Source: an optimization exercise on an open RTL-to-GDS flow (aim: small area). Production flows keep margins and buffers that such runs may drop.
RTL that was checked went through simulation tests only; none was proved equivalent to the original.
The clock input has no modelled driver; a real chip could not lean on it and would need a root buffer or a full tree.
No activity file was given, so power comes from the tool's default toggle rates.

==> flow/design.v <==
module stepper_core (
    input  wire        clk,
    input  wire        rst,           
    input  wire [34:0] cfg,           
    input  wire        tick,          
    input  wire        cmd_valid,
    input  wire [35:0] cmd_word,      
    output wire        cmd_ready,
    output reg         done,
    output wire [31:0] done_result,
    output wire        write4,
    output wire [43:0] duty,          
    output wire [31:0] pin_id,
    output wire        cfg_out,
    output wire [7:0]  status         
);
    localparam [31:0] SPEED_RESET = 32'd1000;
    localparam [2:0] PH_IDLE = 3'b000;
    localparam [2:0] PH_EMIT = 3'b100;
    localparam [2:0] PH_WAIT = 3'b101;
    localparam [2:0] PH_W1   = 3'b111;    
    localparam [2:0] PH_H1   = 3'b001;    
    localparam [2:0] PH_H2   = 3'b010;
    localparam [2:0] PH_H3   = 3'b011;
    localparam [3:0] OP_STEP      = 4'h1;
    localparam [3:0] OP_SET_SPEED = 4'h2;
    localparam [3:0] OP_GET_SPEED = 4'h3;
    reg [31:0] pin_r;
    reg [2:0]  mode;
    reg [31:0] speed;
    reg        speed_bad;    
    reg [5:0]  pos;
    reg        valid;        
    reg [2:0]  phase;        
    reg [2:0]  rlo;
    reg [27:0] rhi;
    reg [4:0]  rph;          
    reg        rpend;        
    reg        rcy;          
    reg        dir;
    reg [31:0] tmr;
    wire cfg_err = mode[2] & (mode[1] | mode[0]);
    wire m_ge1 = mode[2] | mode[1] | mode[0];
    wire m_ge2 = mode[2] | mode[1];
    wire m_ge3 = mode[2] | (mode[1] & mode[0]);
    wire m_ge4 = mode[2];
    wire [4:0] stride = {~m_ge1, m_ge1 & ~m_ge2, m_ge2 & ~m_ge3, m_ge3 & ~m_ge4, m_ge4};
    localparam [175:0] TAB_H = {16'h0001, 16'h07FE, 16'h38FE, 16'h5B3E, 16'hC94E, 16'hAC16, 16'h05DA, 16'h7606, 16'h80A0, 16'h07FE, 16'h38FE};
    localparam [175:0] TAB_L = {16'h0000, 16'hFFC0, 16'hFE38, 16'hF9B4, 16'hE526, 16'hD06A, 16'hB740, 16'hC0DC, 16'h0A02, 16'hFFC0, 16'hFE38};
    wire [10:0] dh, dl;
    genvar gb;
    generate
        for (gb = 0; gb < 11; gb = gb + 1) begin : g_tab
            wire [15:0] th = TAB_H[16*gb +: 16];
            wire [15:0] tl = TAB_L[16*gb +: 16];
            assign dh[gb] = th[pos[3:0]];
            assign dl[gb] = tl[pos[3:0]];
        end
    endgenerate
    wire [3:0]  osel = {valid & (pos[5:4] == 2'd3), valid & (pos[5:4] == 2'd2),
                        valid & (pos[5:4] == 2'd1), valid & (pos[5:4] == 2'd0)};
    assign duty[10:0]  = ({11{osel[3]}} & dh) | ({11{osel[2]}} & dl);
    assign duty[21:11] = ({11{osel[2]}} & dh) | ({11{osel[1]}} & dl);
    assign duty[32:22] = ({11{osel[1]}} & dh) | ({11{osel[0]}} & dl);
    assign duty[43:33] = ({11{osel[0]}} & dh) | ({11{osel[3]}} & dl);
    assign pin_id = pin_r;
    wire [5:0] step_v = {1'b0, stride};
    wire [5:0] next_i = dir ? (pos - step_v) : (pos + step_v);
    wire sweep_end = pos[5] & pos[4] & (pos[3] | ~m_ge1) & (pos[2] | ~m_ge2) &
                     (pos[1] | ~m_ge3) & (pos[0] | ~m_ge4);
    wire tmr_zero = ~(|tmr[30:4]) & (~tmr[3] | m_ge4) & (~tmr[2] | m_ge3) &
                    (~tmr[1] | m_ge2) & (~tmr[0] | m_ge1);
    reg  [4:0] tph;
    reg        tpend, tcy;
    wire       tph0   = (tph == 5'b00001);
    wire       tph_end = (tph == 5'b01101);    
    wire       tcin   = tph0 ? tpend : tcy;
    wire       tout   = tmr[10] ^ tcin;
    wire [4:0]  dec_bit = {m_ge4, m_ge3 & ~m_ge4, m_ge2 & ~m_ge3, m_ge1 & ~m_ge2, ~m_ge1};
    wire [10:0] tmr_bw;    
    assign tmr_bw[0] = tick & dec_bit[0];
    genvar gt;
    generate for (gt = 1; gt < 11; gt = gt + 1) begin : g_tb
        if (gt < 5) begin : g_lo
            assign tmr_bw[gt] = (tick & dec_bit[gt]) | (tmr_bw[gt-1] & ~tmr[gt-1]);
        end else begin : g_hi
            assign tmr_bw[gt] = tmr_bw[gt-1] & ~tmr[gt-1];
        end
    end endgenerate
    wire [30:0] tmr_dec = {tout, tmr[30:11], tmr[9:0] ^ tmr_bw[9:0]};
    wire       rem_en  = waiting & tmr_zero & sweep_end;
    wire       rlo_wrap = rem_en & (rlo == {3{dir}});
    wire       rph0    = (rph == 5'b00001);
    wire       rph_end = (rph == 5'b01010);    
    wire       rcin    = rph0 ? rpend : rcy;
    wire       rout    = rhi[0] ^ rcin;
    wire       rterm   = dir ? (&rhi) : ~(|rhi);
    wire last_sweep = rterm & (rlo == {dir, dir, 1'b1});
    wire [3:0]  op     = cmd_word[35:32];
    wire [31:0] arg    = cmd_word[31:0];
    wire        arg_zero = (arg == 32'd0);
    wire        idle   = (phase == PH_IDLE);
    wire        halted = ~phase[2] & (phase[1] | phase[0]);
    wire        emit   = phase[2] & ~phase[0];
    wire        waiting = phase[2] & phase[0];
    wire        accept = cmd_valid & idle;
    assign cmd_ready   = idle;
    assign cfg_out     = (rph == 5'b00000);
    assign done_result = tmr;
    assign write4      = phase[2] & phase[1];
    assign status      = {2'b00, phase[1] & ~phase[2], phase[0] & ~phase[2], 1'b0, halted, cfg_err, phase[2]};
    always @(posedge clk) begin
        if (waiting & ~tmr_zero) begin
            tph   <= tph_end ? 5'b00001 : {tph[3:0], tph[4] ^ tph[2]};
            tpend <= tmr_bw[10] | (tpend & ~tph0);
        end else begin
            tph   <= 5'b00001;
            tpend <= 1'b0;
        end
        tcy <= tcin & ~tmr[10];
        if (waiting & ~tmr_zero)
            tmr <= {1'b0, tmr_dec};
        else if (emit | (idle & (op == OP_GET_SPEED)))
            tmr <= speed;
        else
            tmr <= 32'd0;
        if (idle) dir <= arg[31];
        if (rst) begin
            rph   <= 5'b00000;
        end else if (idle) begin
            rph   <= 5'b00001;
        end else begin
            rph   <= rph_end ? 5'b00001 : {rph[3:0], rph[4] ^ rph[2]};
        end
        if (idle) begin
            rlo   <= arg[2:0];
            rhi   <= arg[30:3];
            rpend <= 1'b0;
        end else begin
            if (rem_en) rlo <= dir ? rlo + 3'd1 : rlo - 3'd1;
            rhi   <= {rout, rhi[27:1]};
            rpend <= rlo_wrap | (rpend & ~rph0);
        end
        rcy  <= rcin & ~(rhi[0] ^ dir);
        if (rst) begin
            pin_r   <= cfg[31:0];
            mode    <= cfg[34:32];
            speed   <= SPEED_RESET;
            speed_bad <= 1'b0;
            pos     <= {2'b11, cfg[34] | cfg[33] | cfg[32], cfg[34] | cfg[33],
                        cfg[34] | (cfg[33] & cfg[32]), cfg[34]};
            valid   <= 1'b0;
            phase   <= PH_IDLE;
            done    <= 1'b0;
        end else begin
            done    <= 1'b0;
            case (phase)
                PH_IDLE: begin
                    if (accept) begin
                        case (op)
                            OP_STEP: begin
                                if (cfg_err) begin
                                    phase <= PH_H2;
                                end else if (arg_zero) begin
                                    done  <= 1'b1;
                                end else if (speed_bad) begin
                                    phase <= PH_H3;
                                end else begin
                                    phase <= PH_EMIT;
                                end
                            end
                            OP_SET_SPEED: begin
                                speed <= arg;
                                speed_bad <= arg[31] | arg_zero;
                                done  <= 1'b1;
                            end
                            OP_GET_SPEED: begin
                                done  <= 1'b1;
                            end
                            default: begin
                                phase <= PH_H1;
                            end
                        endcase
                    end
                end
                PH_EMIT: begin
                    valid  <= 1'b1;
                    pos    <= next_i;
                    phase  <= PH_W1;
                end
                PH_WAIT, PH_W1: begin
                    if (tmr_zero) begin
                        if (sweep_end & last_sweep) begin
                            phase <= PH_IDLE;
                            done  <= 1'b1;
                        end else begin
                            phase <= PH_EMIT;
                        end
                    end else begin
                        phase <= PH_WAIT;
                    end
                end
                default: ;  
            endcase
        end
    end
endmodule
==> flow/config.mk <==
export PLATFORM = sky130hd
export DESIGN_NAME = stepper_core
export DESIGN_NICKNAME = stepper_core
export VERILOG_FILES = /design/flow/design.v
export SDC_FILE = /design/flow/constraint.sdc
export NUM_CORES = 4
export LEC_CHECK = 0
export CAP_MARGIN = 0
export CORE_AREA = 2.3 2.72 103.96 119.68
export DIE_AREA = 0 0 106.26 122.4
export SLEW_MARGIN = 0
==> flow/constraint.sdc <==
create_clock -name core_clock -period 20.0 [get_ports {clk}]
set_input_delay 4.0000 -clock core_clock [delete_from_list [all_inputs] [get_ports {clk}]]
set_output_delay 4.0000 -clock core_clock [all_outputs]
set_load 0.01 [all_outputs]
standard.sh (not shown) runs the stock make flow with config.mk's settings and CLKGATE_MAP_FILE= SYNTH_SCRIPT=/design/flow/synth_recipe.tcl, a recipe that flattens the netlist after the stock synthesis.
==> flow/flow/run.sh <==
#!/bin/bash
set -o pipefail
export BUFFER_PORTS_ARGS="-buffer_cell sky130_fd_sc_hd__buf_1"
export MY_CLK_LEAVES=6 MY_CLK_ROOTS=2 MY_CLK_LEAF_BUF=sky130_fd_sc_hd__clkbuf_16
export PRE_CTS_TCL="$(pwd)/flow/clock_tree.tcl"
bash standard.sh > standard.log 2>&1
==> flow/flow/clock_tree.tcl <==
# Clock tree for this design, in place of TritonCTS (which is then skipped).
# The flip-flops are split by recursive bisection at the median along the
# longer side into MY_CLK_ROOTS groups, and each group into leaf clusters, to
# MY_CLK_LEAVES clusters of equal size. Each leaf cluster gets one leaf clock
# buffer at its centre (a stronger one if it is spread out); each group gets
# one root buffer at the centre of its leaf buffers, fed by the clock port.
# Every flip-flop is thus two buffers from the clock port.
set nleaf [expr {[info exists ::env(MY_CLK_LEAVES)] ? $::env(MY_CLK_LEAVES) : 8}]
set nroot [expr {[info exists ::env(MY_CLK_ROOTS)] ? $::env(MY_CLK_ROOTS) : 2}]
set leafm [expr {[info exists ::env(MY_CLK_LEAF_BUF)] ? $::env(MY_CLK_LEAF_BUF) : "sky130_fd_sc_hd__clkbuf_8"}]
set bigm [expr {[info exists ::env(MY_CLK_BIG_BUF)] ? $::env(MY_CLK_BIG_BUF) : "sky130_fd_sc_hd__clkbuf_16"}]
set bighpwl [expr {[info exists ::env(MY_CLK_BIG_HPWL)] ? $::env(MY_CLK_BIG_HPWL) : 75}]
set rootm [expr {[info exists ::env(MY_CLK_ROOT_BUF)] ? $::env(MY_CLK_ROOT_BUF) : "sky130_fd_sc_hd__clkbuf_8"}]
set block [ord::get_db_block]
set db [ord::get_db]

# points: list of {key x y}; returns k lists of points
proc bisect {points k} {
  if {$k <= 1} { return [list $points] }
  set xs [lsort -real -index 1 $points]
  set ys [lsort -real -index 2 $points]
  set w [expr {[lindex $xs end 1] - [lindex $xs 0 1]}]
  set h [expr {[lindex $ys end 2] - [lindex $ys 0 2]}]
  set sorted [expr {$w >= $h ? $xs : $ys}]
  set k1 [expr {$k / 2}]
  set n1 [expr {int(round(double([llength $points]) * $k1 / $k))}]
  return [concat [bisect [lrange $sorted 0 [expr {$n1 - 1}]] $k1] \
                 [bisect [lrange $sorted $n1 end] [expr {$k - $k1}]]]
}

proc centre {points} {
  set x 0.0; set y 0.0
  foreach p $points { set x [expr {$x + [lindex $p 1]}]; set y [expr {$y + [lindex $p 2]}] }
  set n [llength $points]
  return [list [expr {$x / $n}] [expr {$y / $n}]]
}

proc span {points} {
  set xs [lsort -real -index 1 $points]
  set ys [lsort -real -index 2 $points]
  return [expr {([lindex $xs end 1] - [lindex $xs 0 1] + [lindex $ys end 2] - [lindex $ys 0 2]) / 1000.0}]
}

proc add_buf {name master xy in_net} {
  set block [ord::get_db_block]
  set inst [odb::dbInst_create $block $master $name]
  set net [odb::dbNet_create $block "${name}_net"]
  $net setSigType CLOCK
  $inst setLocation [expr {int([lindex $xy 0] - [$master getWidth] / 2)}] \
                    [expr {int([lindex $xy 1] - [$master getHeight] / 2)}]
  $inst setPlacementStatus PLACED
  [$inst findITerm A] connect $in_net
  [$inst findITerm X] connect $net
  return $net
}

set clk_net [$block findNet clk]
$clk_net setSigType CLOCK
set sinks {}
foreach it [$clk_net getITerms] {
  set bb [[$it getInst] getBBox]
  lappend sinks [list $it [expr {([$bb xMin] + [$bb xMax]) / 2.0}] [expr {([$bb yMin] + [$bb yMax]) / 2.0}]]
}
puts "my_cts: [llength $sinks] sinks, $nroot roots, $nleaf leaves"
set leaf 0
set r 0
foreach group [bisect $sinks $nroot] {
  set clusters [bisect $group [expr {$nleaf / $nroot}]]
  set lcs {}
  foreach c $clusters { lappend lcs [concat [list x] [centre $c]] }
  set rnet [add_buf "clkbuf_root_$r" [$db findMaster $rootm] [centre $lcs] $clk_net]
  foreach c $clusters {
    set sp [span $c]
    set m [expr {$sp > $bighpwl ? $bigm : $leafm}]
    set lnet [add_buf "clkbuf_leaf_$leaf" [$db findMaster $m] [centre $c] $rnet]
    foreach p $c { set it [lindex $p 0]; $it disconnect; $it connect $lnet }
    puts "my_cts: root $r leaf $leaf: [llength $c] sinks spanning $sp um, $m"
    incr leaf
  }
  incr r
}
rename clock_tree_synthesis {}
proc clock_tree_synthesis {args} { puts "my_cts: clock_tree_synthesis $args skipped" }
Rerun with:
==> flow/flow/run.sh (replaced) <==
#!/bin/bash
set -o pipefail
export BUFFER_PORTS_ARGS="-buffer_cell sky130_fd_sc_hd__buf_1"
export MY_CLK_LEAVES=8 MY_CLK_ROOTS=2 MY_CLK_BIG_HPWL=70
export PRE_CTS_TCL="$(pwd)/flow/clock_tree.tcl"
bash standard.sh > standard.log 2>&1
Result: The changed run finished clean. Routed wire length is lower by 0.91%. Worst hold slack got worse by 0.033 ns. Global-route usage is lower by 0.15 points. Clock skew is higher by 0.023 ns. Worst setup slack improved by 0.021 ns. Synthesized area stays the same. Sequential share of layout area hardly moves. Power is lower by 0.92%. Synthesized cell count is unchanged. Register-to-register slack improved by 0.03 ns. Die area is unchanged.
Rerun with:
==> flow/flow/run.sh (replaced) <==
#!/bin/bash
set -o pipefail
export BUFFER_PORTS_ARGS="-buffer_cell sky130_fd_sc_hd__buf_1"
export MY_CLK_LEAVES=10 MY_CLK_ROOTS=2 MY_CLK_BIG_HPWL=1000
export PRE_CTS_TCL="$(pwd)/flow/clock_tree.tcl"
bash standard.sh > standard.log 2>&1
Cell count stays flat.
Maximum frequency came out lower by 0.90%.
Setup slack is worse by 0.063 ns.
Core utilization barely changes.
Critical path depth does not change.
Sequential share of layout area is about the same.
In every run of this note, the design's own scripts or RTL, not TritonCTS, make the clock network.

---

== P ==
stepper_core, a different RTL version from the one above (not shown whole).
Size: ~910 cells after synthesis, about 150 flip-flops, about 200 I/O pins, ~7800 um^2 of cells after synthesis.
clock: 20.0 ns
lec_check: 0
cap_margin: 20
core_margin: 2
core_utilization: 65
slew_margin: 20
==> flow/flow/run.sh <==
#!/bin/bash
set -o pipefail
export BUFFER_PORTS_ARGS="-buffer_cell sky130_fd_sc_hd__buf_1"
export CTS_ARGS="-sink_clustering_enable -repair_clock_nets -dont_use_dummy_load -buf_list sky130_fd_sc_hd__clkbuf_8 -sink_clustering_size 40 -sink_clustering_max_diameter 100 -sink_buffer_max_cap_derate 1.0"
bash standard.sh > standard.log 2>&1
[inputs] Q vs P
==> flow/flow/run.sh <==
#!/bin/bash
set -o pipefail
export BUFFER_PORTS_ARGS="-buffer_cell sky130_fd_sc_hd__buf_1"
export CTS_ARGS="-sink_clustering_enable -repair_clock_nets -dont_use_dummy_load -buf_list sky130_fd_sc_hd__clkbuf_16 -sink_clustering_size 60 -sink_clustering_max_diameter 150"
bash standard.sh > standard.log 2>&1
Notes after the runs:
Q did not stop at any stage, and its layout met the timing, DRC and antenna checks. Clock-pin slew on the worst setup and hold paths, P and Q, higher one = P. Q — synthesis-to-finish area growth 2.6 points higher, P as reference. Looking at via count of the first global-routing pass across P and Q, the one that comes out higher is Q. Changes observed in Q relative to P: final critical-path required period down 0.050 ns, post-detailed-routing wire length up about 1%. In the tables for P and Q, worst-skew pair later-pin latency reads lower with Q. Between Q and P, it is Q whose met2 global-route usage is higher, by 1.6 points. Compared to P, Q reaches a higher achievable clock.
Modified inputs, R compared to Q
==> flow/flow/run.sh <==
#!/bin/bash
set -o pipefail
export BUFFER_PORTS_ARGS="-buffer_cell sky130_fd_sc_hd__buf_1"
export CTS_ARGS="-sink_clustering_enable -repair_clock_nets -dont_use_dummy_load -buf_list sky130_fd_sc_hd__clkbuf_8 -sink_clustering_size 40 -sink_clustering_max_diameter 100"
bash standard.sh > standard.log 2>&1
==> summary.txt <==
For the total length of routed met2 wires, R came in about 2.8% lower than Q did. As of R, number of filler cells placed in the layout had risen by a few percent compared to Q. Of Q and R, R shows the lower routed wire length, with Q above it. Looking at global-route usage, R sits 0.29 points below Q. In the reports for Q and R, the larger via density per instance belongs to Q. Diff Q..R | total stage count of the critical path | unchanged. R leaves less setup margin than Q. R against Q: area enclosed by the die boundary ~0 delta; met1 track demand over resource in global routing +0.49 points; maximum frequency from static timing analysis -about 0.8%.
> inputs changed (R -> S)
==> flow/flow/run.sh <==
#!/bin/bash
set -o pipefail
export BUFFER_PORTS_ARGS="-buffer_cell sky130_fd_sc_hd__buf_1"
export CTS_ARGS="-sink_clustering_enable -repair_clock_nets -dont_use_dummy_load -buf_list sky130_fd_sc_hd__clkbuf_16 -sink_clustering_size 60 -sink_clustering_max_diameter 150 -sink_buffer_max_cap_derate 1.0 -sink_clustering_levels 1"
bash standard.sh > standard.log 2>&1
Notes after the runs:
Compared with R, S shows routed via count higher by 60.
Going from R to S, share of cell area taken by flip-flops and latches decreased by 0.86 points relative to the old numbers, clock network power share increased by 6.2 points relative to the old numbers, routed length on met1 decreased by about 0.8% relative to the old numbers, average size of a mapped cell closely matched the old numbers, final critical-path required period decreased by 0.050 ns relative to the old numbers.
In S, the post-route total power came out 8.3% above the value in R.
Delta (S minus R): routed wire length now larger, clock tree buffer count of the final layout comparable, ratio of routed vias to standard cells now larger.
Compared with R, S shows final design area excluding fillers higher by 2.3%.
Function was not checked in any run of this note: the RTL went through the layout flow alone.

==> re-timing with driven ports <==
Ports are ideal in the flow. The routed layouts listed here were re-timed in OpenROAD.
Step 1 (the two cells are an assumption about what drives the block):
set clk [get_ports {clk}]
set_driving_cell -lib_cell sky130_fd_sc_hd__clkbuf_16 $clk
set_driving_cell -lib_cell sky130_fd_sc_hd__buf_2 [delete_from_list [all_inputs] $clk]
Step 2 also shifts input and output timing later by t, the mid clock arrival at the registers, as if the neighbouring blocks saw the same clock.
Slacks: ideal ports / drivers / drivers and shift; pairs: ideal ports / drivers.
| run | t (ns) | setup WS [ns] | worst hold slack (ns) | worst register clock-pin slew, ns | pins driven straight from the clock port |
|---|---|---|---|---|---|
| the first run of note 1 | 0.371 | 12.962 / 12.981 / 12.610 | 0.459 / 0.459 / 0.459 | 0.11 / 0.11 | 2 |
| the second run of note 1 | 0.369 | 12.984 / 13.000 / 12.630 | 0.427 / 0.427 / 0.427 | 0.12 / 0.12 | 2 |
| the third run of note 1 | 0.377 | 12.920 / 12.941 / 12.564 | 0.446 / 0.446 / 0.446 | 0.11 / 0.11 | 2 |
| P | 0.476 | 13.421 / 13.384 / 13.562 | 0.461 / 0.461 / 0.461 | 0.09 / 0.09 | 1 |
| Q | 0.451 | 13.471 / 13.430 / 13.620 | 0.479 / 0.479 / 0.479 | 0.06 / 0.06 | 1 |
| R | 0.476 | 13.421 / 13.384 / 13.562 | 0.461 / 0.461 / 0.461 | 0.09 / 0.09 | 1 |
| S | 0.451 | 13.471 / 13.430 / 13.620 | 0.479 / 0.479 / 0.479 | 0.06 / 0.06 | 1 |
After both steps setup and hold are still met in every run listed. The setup slack of the third run of note 1, which loses most, moves by +0.021 ns with the drivers and by -0.356 ns with both steps.
